Background: an optimization exercise with open tools, aiming at small area, a short achievable clock period and few clock cycles. Do not read the settings as production practice. The RTL was checked by simulation tests, not by an equivalence proof against the original design. The flow treats the clock pin as an ideal source, which a real chip does not have. Power is estimated from default activity; no workload was simulated.

## somagic_video_core
module somagic_video_core (
    input  wire        clk,
    input  wire        rst,           
    input  wire [11:0] cfg_bpl,       
    input  wire [9:0]  cfg_lpf,       
    input  wire        in_valid,
    input  wire [7:0]  in_data,
    output wire        in_ready,
    input  wire        ret_valid,
    input  wire [1:0]  ret_buf,
    output reg         wr_valid,
    output wire [1:0]  wr_buf,
    output reg  [22:0] wr_off,
    output reg  [7:0]  wr_data,
    output reg         done_valid,
    output wire [1:0]  done_buf,
    output reg  [31:0] done_seq,
    output wire [22:0] done_bytes,
    output reg         done_err,
    output wire [2:0]  done_reason
);
Size in the first run: roughly 820 cells after synthesis, about 160 flip-flops, ~130 I/O pins, about 7400 µm² of cells after synthesis.
Settings: LEC_CHECK=0, CAP_MARGIN=20, CORE_MARGIN=2, CORE_UTILIZATION=40, CTS_BUF_LIST=sky130_fd_sc_hd__clkbuf_8, SLEW_MARGIN=20; clock period 10.5 ns.
run.sh (not shown) runs the stock make flow with config.mk's settings and CLKGATE_MAP_FILE= SYNTH_SCRIPT=/design/flow/synth_recipe.tcl, a recipe that flattens the netlist after the stock synthesis.
Testbench counts at the start, summed over its fixed seeds: cycles 1,179,870.
Edit:
==> flow/flow/run.sh (new file) <==
#!/bin/bash
export BUFFER_PORTS_ARGS="-buffer_cell sky130_fd_sc_hd__buf_1"
export SETUP_SLACK_MARGIN=7.2
export POST_CTS_TCL="$(pwd)/flow/downsize.tcl"
bash standard.sh > standard.log 2>&1
==> flow/flow/downsize.tcl (new file) <==
# Run after clock tree synthesis and its timing repair (POST_CTS_TCL hook).
# Greedy area recovery: move each logic cell to the smallest drive strength
# of its own function that keeps the worst setup slack at or above the
# target (the repair's own target, or the slack it reached if less). Port
# buffers and clock tree cells are left alone.
proc my_downsize {target} {
  set n 0
  set lib_names {}
  foreach lc [get_lib_cells */sky130_fd_sc_hd__*] { dict set lib_names [get_name $lc] 1 }
  foreach dbinst [[ord::get_db_block] getInsts] {
    set iname [$dbinst getName]
    if {[string match "input*" $iname] || [string match "output*" $iname] || [string match "clkbuf_*" $iname]} continue
    set cname [[$dbinst getMaster] getName]
    if {![dict exists $lib_names $cname]} continue
    if {[string match "*clkbuf*" $cname] || [string match "*clkinv*" $cname] || [string match "*conb*" $cname]} continue
    if {![regexp {^(.*)_([0-9]+)$} $cname -> base drive]} continue
    set inst [get_cells $iname]
    foreach d {0 1 2 4} {
      if {$d >= $drive} break
      set cand ${base}_$d
      if {![dict exists $lib_names $cand]} continue
      replace_cell $inst $cand
      if {[sta::worst_slack_cmd max] >= $target} {
        incr n
        break
      }
      replace_cell $inst $cname
    }
  }
  puts "my_downsize: $n cells made smaller"
}

estimate_parasitics -placement
set ws0 [sta::worst_slack_cmd max]
set target [expr {min($ws0, $::env(SETUP_SLACK_MARGIN) * 1e-9)}]
puts "my_downsize: worst slack [format %.3f [expr {$ws0 * 1e9}]] ns, target [format %.3f [expr {$target * 1e9}]] ns"
my_downsize $target
report_worst_slack -max
detailed_placement
check_placement -verbose
==> flow/standard.sh (new file) <==
#!/bin/bash
# synth_recipe.tcl (not shown) runs the flow's synth.tcl, then flattens the netlist and writes it again
# the make line also repeats each setting of config.mk as NAME=value (left out here)
make -C /OpenROAD-flow-scripts/flow DESIGN_CONFIG=/design/flow/config.mk WORK_HOME=/design/flow/orfs CLKGATE_MAP_FILE= SYNTH_SCRIPT=/design/flow/synth_recipe.tcl "${@:-finish}"
removed: flow/run.sh
What happened:
- via count came out higher by 1.7%
- count of clock-buffer cells in the layout goes down by 2
- design area went down by 8.8%
- clock skew goes up by 0.013 ns
- core utilization shrinks by 4.5 points
Edit:
--- a/flow/flow/run.sh
+++ b/flow/flow/run.sh
@@ -4 +3,0 @@
-export POST_CTS_TCL="$(pwd)/flow/downsize.tcl"
Settings changed: CORE_UTILIZATION 40 to 60.
removed: flow/flow/downsize.tcl
After rerunning: Combinational power is higher by about 1%; global-route usage goes up by 7.3 points; maximum frequency goes down by 0.36%; worst hold slack improved by 0.012 ns; wire length shrinks by 3.5%; sequential power hardly moves; core utilization rose by 24 points.
Edit:
Settings changed: CORE_UTILIZATION 60 to 40.
=> Global-route usage fell by 7.3 points; sequential share of layout area fell by 0.49 points; cell area rose slightly; hold slack improves by 0.0086 ns; setup slack improves by 0.014 ns; wire length rose by a few percent; clock skew rose by 0.0060 ns; sequential power barely changes; synthesized cell count is unchanged.

---

Setup of quartz:
Another version of the RTL of somagic_video_core (not shown whole).
Size in the first run: about 160 flip-flops, ~130 I/O pins, ~0.0074 mm2 of cells after synthesis.
export LEC_CHECK = 0
export CAP_MARGIN = 20
export CORE_MARGIN = 2
export CORE_UTILIZATION = 40
export CTS_BUF_LIST = sky130_fd_sc_hd__clkbuf_8
export SLEW_MARGIN = 20
create_clock -name core_clock -period 10.5 [get_ports {clk}]
standard.sh (not shown) runs the stock make flow with config.mk's settings and CLKGATE_MAP_FILE= SYNTH_SCRIPT=/design/flow/synth_recipe.tcl, a recipe that flattens the netlist after the stock synthesis.
==> flow/flow/run.sh <==
#!/bin/bash
export BUFFER_PORTS_ARGS="-buffer_cell sky130_fd_sc_hd__buf_1"
export SETUP_SLACK_MARGIN=7.2
bash standard.sh > standard.log 2>&1
Testbench counts of quartz, summed over its fixed seeds: cycles 1,179,870.
Input changes introduced in garnet (baseline for comparison: quartz):
Settings: CTS_BUF_LIST: sky130_fd_sc_hd__clkbuf_8 -> unset.
Results
quartz → garnet: setup slack of the worst register-to-register path fell 0.05 ns; utilization rose 0.99 points; die area about even; biggest cell delay along the critical path about even.
Measured against each other, garnet and quartz differ in layout buffer count excluding clock buffers, the higher figure coming from quartz.
met3 usage for garnet is higher than for quartz.
garnet has more setup slack than quartz.
Any difference in final cell count between quartz and garnet is small enough to ignore.
### garnet -> yarrow
Settings: putting CTS_BUF_LIST at sky130_fd_sc_hd__clkbuf_8 where nothing was set.
==> flow/flow/run.sh <==
#!/bin/bash
export BUFFER_PORTS_ARGS="-buffer_cell sky130_fd_sc_hd__buf_1"
export SETUP_SLACK_MARGIN=7.0
bash standard.sh > standard.log 2>&1
--- outcome ---
In yarrow the static leakage turned out about 3.2% lower than in garnet. Average wire length per cell after detail routing (yarrow over garnet): decrease, about 2.3%. Taking garnet as the reference, in yarrow sum of routed wire segments on met1 shows a reduction of 1.1%, number of vias per cell picked up an extra about 1.1%, layout-stage area growth over the synthesis result now sits lower, upper clock frequency limit now sits lower.

---

Setup of job 6833:
Another version of the RTL of somagic_video_core (not shown whole).
Size in the first run: about 900 cells after synthesis.
==> flow/config.mk <==
export PLATFORM = sky130hd
export DESIGN_NAME = somagic_video_core
export DESIGN_NICKNAME = somagic_video_core
export VERILOG_FILES = /design/flow/design.v
export SDC_FILE = /design/flow/constraint.sdc
export NUM_CORES = 4
export LEC_CHECK = 0
export CAP_MARGIN = 20
export CORE_MARGIN = 2
export CORE_UTILIZATION = 40
export CTS_BUF_LIST = sky130_fd_sc_hd__clkbuf_4 sky130_fd_sc_hd__clkbuf_16
export SLEW_MARGIN = 20
==> flow/constraint.sdc <==
create_clock -name core_clock -period 10.5 [get_ports {clk}]
set_input_delay 2.1000 -clock core_clock [delete_from_list [all_inputs] [get_ports {clk}]]
set_output_delay 2.1000 -clock core_clock [all_outputs]
set_load 0.01 [all_outputs]
==> flow/flow/run.sh <==
#!/bin/bash
export BUFFER_PORTS_ARGS="-buffer_cell sky130_fd_sc_hd__buf_1"
export SETUP_SLACK_MARGIN=7.2
bash standard.sh > standard.log 2>&1
Testbench counts of job 6833, summed over its fixed seeds: cycles 1,179,648.
What job 974 does differently from job 6833 at the input level:
- a change of CTS_BUF_LIST from sky130_fd_sc_hd__clkbuf_4 sky130_fd_sc_hd__clkbuf_16 to sky130_fd_sc_hd__clkbuf_8
- an added CTS_CLUSTER_SIZE of 50
- an added CTS_CLUSTER_DIAMETER of 150
--- outcome ---
- For job 6833, the path type of the worst setup path was in2reg, unlike job 974, where it was reg2out.
- Looking at number of post-CTS setup repair buffers, job 974 sits 1 higher than job 6833 does.
- ~same wire length of the first global-routing pass in job 6833 and job 974
- Taking job 6833 as the reference point, the critical path's largest stage delay of job 974 falls by 40 ps.
Relative to job 974, the following input files were edited for job 4293:
- removing CTS_CLUSTER_DIAMETER (formerly 150)
- removing CTS_CLUSTER_SIZE (formerly 50)
- removing CTS_BUF_LIST (formerly sky130_fd_sc_hd__clkbuf_8)
-- flow/flow/run.sh --
<<< job 974, line 3
export SETUP_SLACK_MARGIN=7.2
>>> job 4293, line 3
export SETUP_SLACK_MARGIN=7.0
==> comparison <==
Job 974 → job 4293: setup slack went down 38 ps, share of cell area taken by multi-input logic gates went down 0.75 points.
Re fraction of final layout cells sized beyond drive strength 1: job 4293 is 0.37 points down on job 974.
Job 974 vs job 4293, start point of the critical path: bytes_written[0] vs in_data[0]
What job 4293 reported for clock network power has to be multiplied by 0.76 to get the figure for job 974.
Job 4293 vs. job 974: final wirelength went down by 1.8%.
On cell area: job 4293 sits above job 974.

---

Starting RTL as in the previous note.
==> flow/config.mk <==
export PLATFORM = sky130hd
export DESIGN_NAME = somagic_video_core
export DESIGN_NICKNAME = somagic_video_core
export VERILOG_FILES = /design/flow/design.v
export SDC_FILE = /design/flow/constraint.sdc
export NUM_CORES = 4
export LEC_CHECK = 0
export CAP_MARGIN = 20
export CORE_MARGIN = 2
export CORE_UTILIZATION = 40
export SLEW_MARGIN = 20
==> flow/constraint.sdc <==
create_clock -name core_clock -period 10.5 [get_ports {clk}]
set_input_delay 2.1000 -clock core_clock [delete_from_list [all_inputs] [get_ports {clk}]]
set_output_delay 2.1000 -clock core_clock [all_outputs]
set_load 0.01 [all_outputs]
==> flow/flow/run.sh <==
#!/bin/bash
export BUFFER_PORTS_ARGS="-buffer_cell sky130_fd_sc_hd__buf_1"
export SETUP_SLACK_MARGIN=7.3
bash standard.sh > standard.log 2>&1
The first run produced a clean layout.
Testbench counts at the start, summed over its fixed seeds: cycles 1,179,648.
Then changed:
--- a/flow/flow/run.sh
+++ b/flow/flow/run.sh
@@ -3 +3 @@
-export SETUP_SLACK_MARGIN=7.3
+export SETUP_SLACK_MARGIN=7.2
CTS_BUF_LIST = sky130_fd_sc_hd__clkbuf_8   (was unset)
After rerunning: The changed run finished clean; clock skew rises by 5.2 ps; cell count falls by 1.3%; global-route usage hardly moves; first-iteration DRC count falls by about 22%; via count falls by 1.8%; cell area falls by 3.4%.
Then changed:
CTS_BUF_LIST = unset   (was sky130_fd_sc_hd__clkbuf_8)
Effect:
- The changed run completed with no timing, DRC or antenna violations
- setup slack loses 28 ps
- global-route usage hardly moves
- wire length is about the same
- cell area came out higher by 1.7%
- total power came out higher by 12%
- critical path depth came out higher by 4
- first-iteration DRC count came out higher by 14%

==> static timing again, ports no longer ideal <==
Ports are ideal in the flow. The routed layouts listed here were re-timed in OpenROAD.
Step 1, drivers: a clkbuf_16 drives clk and a buf_2 each remaining input, both assumed.
Step 2 moves the port delays by t, midway between the first and last clock arrival at a register: inputs arrive t later, outputs are due t later. That takes back most of the time a late clock gives input paths.
Three values: ideal ports, drivers, drivers and shift; two values: the first two.
run | t, ns | slack for setup (ns) | worst slew at a driven data input, ns
the first run of note 1 | 0.478 | 6.591 / 6.550 / 6.506 | 0.05
the second run of note 1 | 0.486 | 7.308 / 7.267 / 6.900 | 0.04
the third run of note 1 | 0.489 | 7.297 / 7.259 / 6.978 | 0.05
the fourth run of note 1 | 0.494 | 7.311 / 7.270 / 7.002 | 0.04
quartz | 0.489 | 7.301 / 7.262 / 6.903 | 0.04
garnet | 0.472 | 7.333 / 7.287 / 6.911 | 0.04
yarrow | 0.481 | 7.239 / 7.203 / 6.829 | 0.04
job 6833 | 0.473 | 7.229 / 7.234 / 6.780 | 0.06
job 974 | 0.510 | 7.258 / 7.217 / 6.778 | 0.06
job 4293 | 0.468 | 7.219 / 7.236 / 6.768 | 0.04
the first run of note 4 | 0.466 | 7.215 / 7.229 / 6.763 | 0.05
the second run of note 4 | 0.510 | 7.258 / 7.217 / 6.778 | 0.06
the third run of note 4 | 0.473 | 7.229 / 7.234 / 6.780 | 0.06
After both steps every run listed still meets setup and hold.
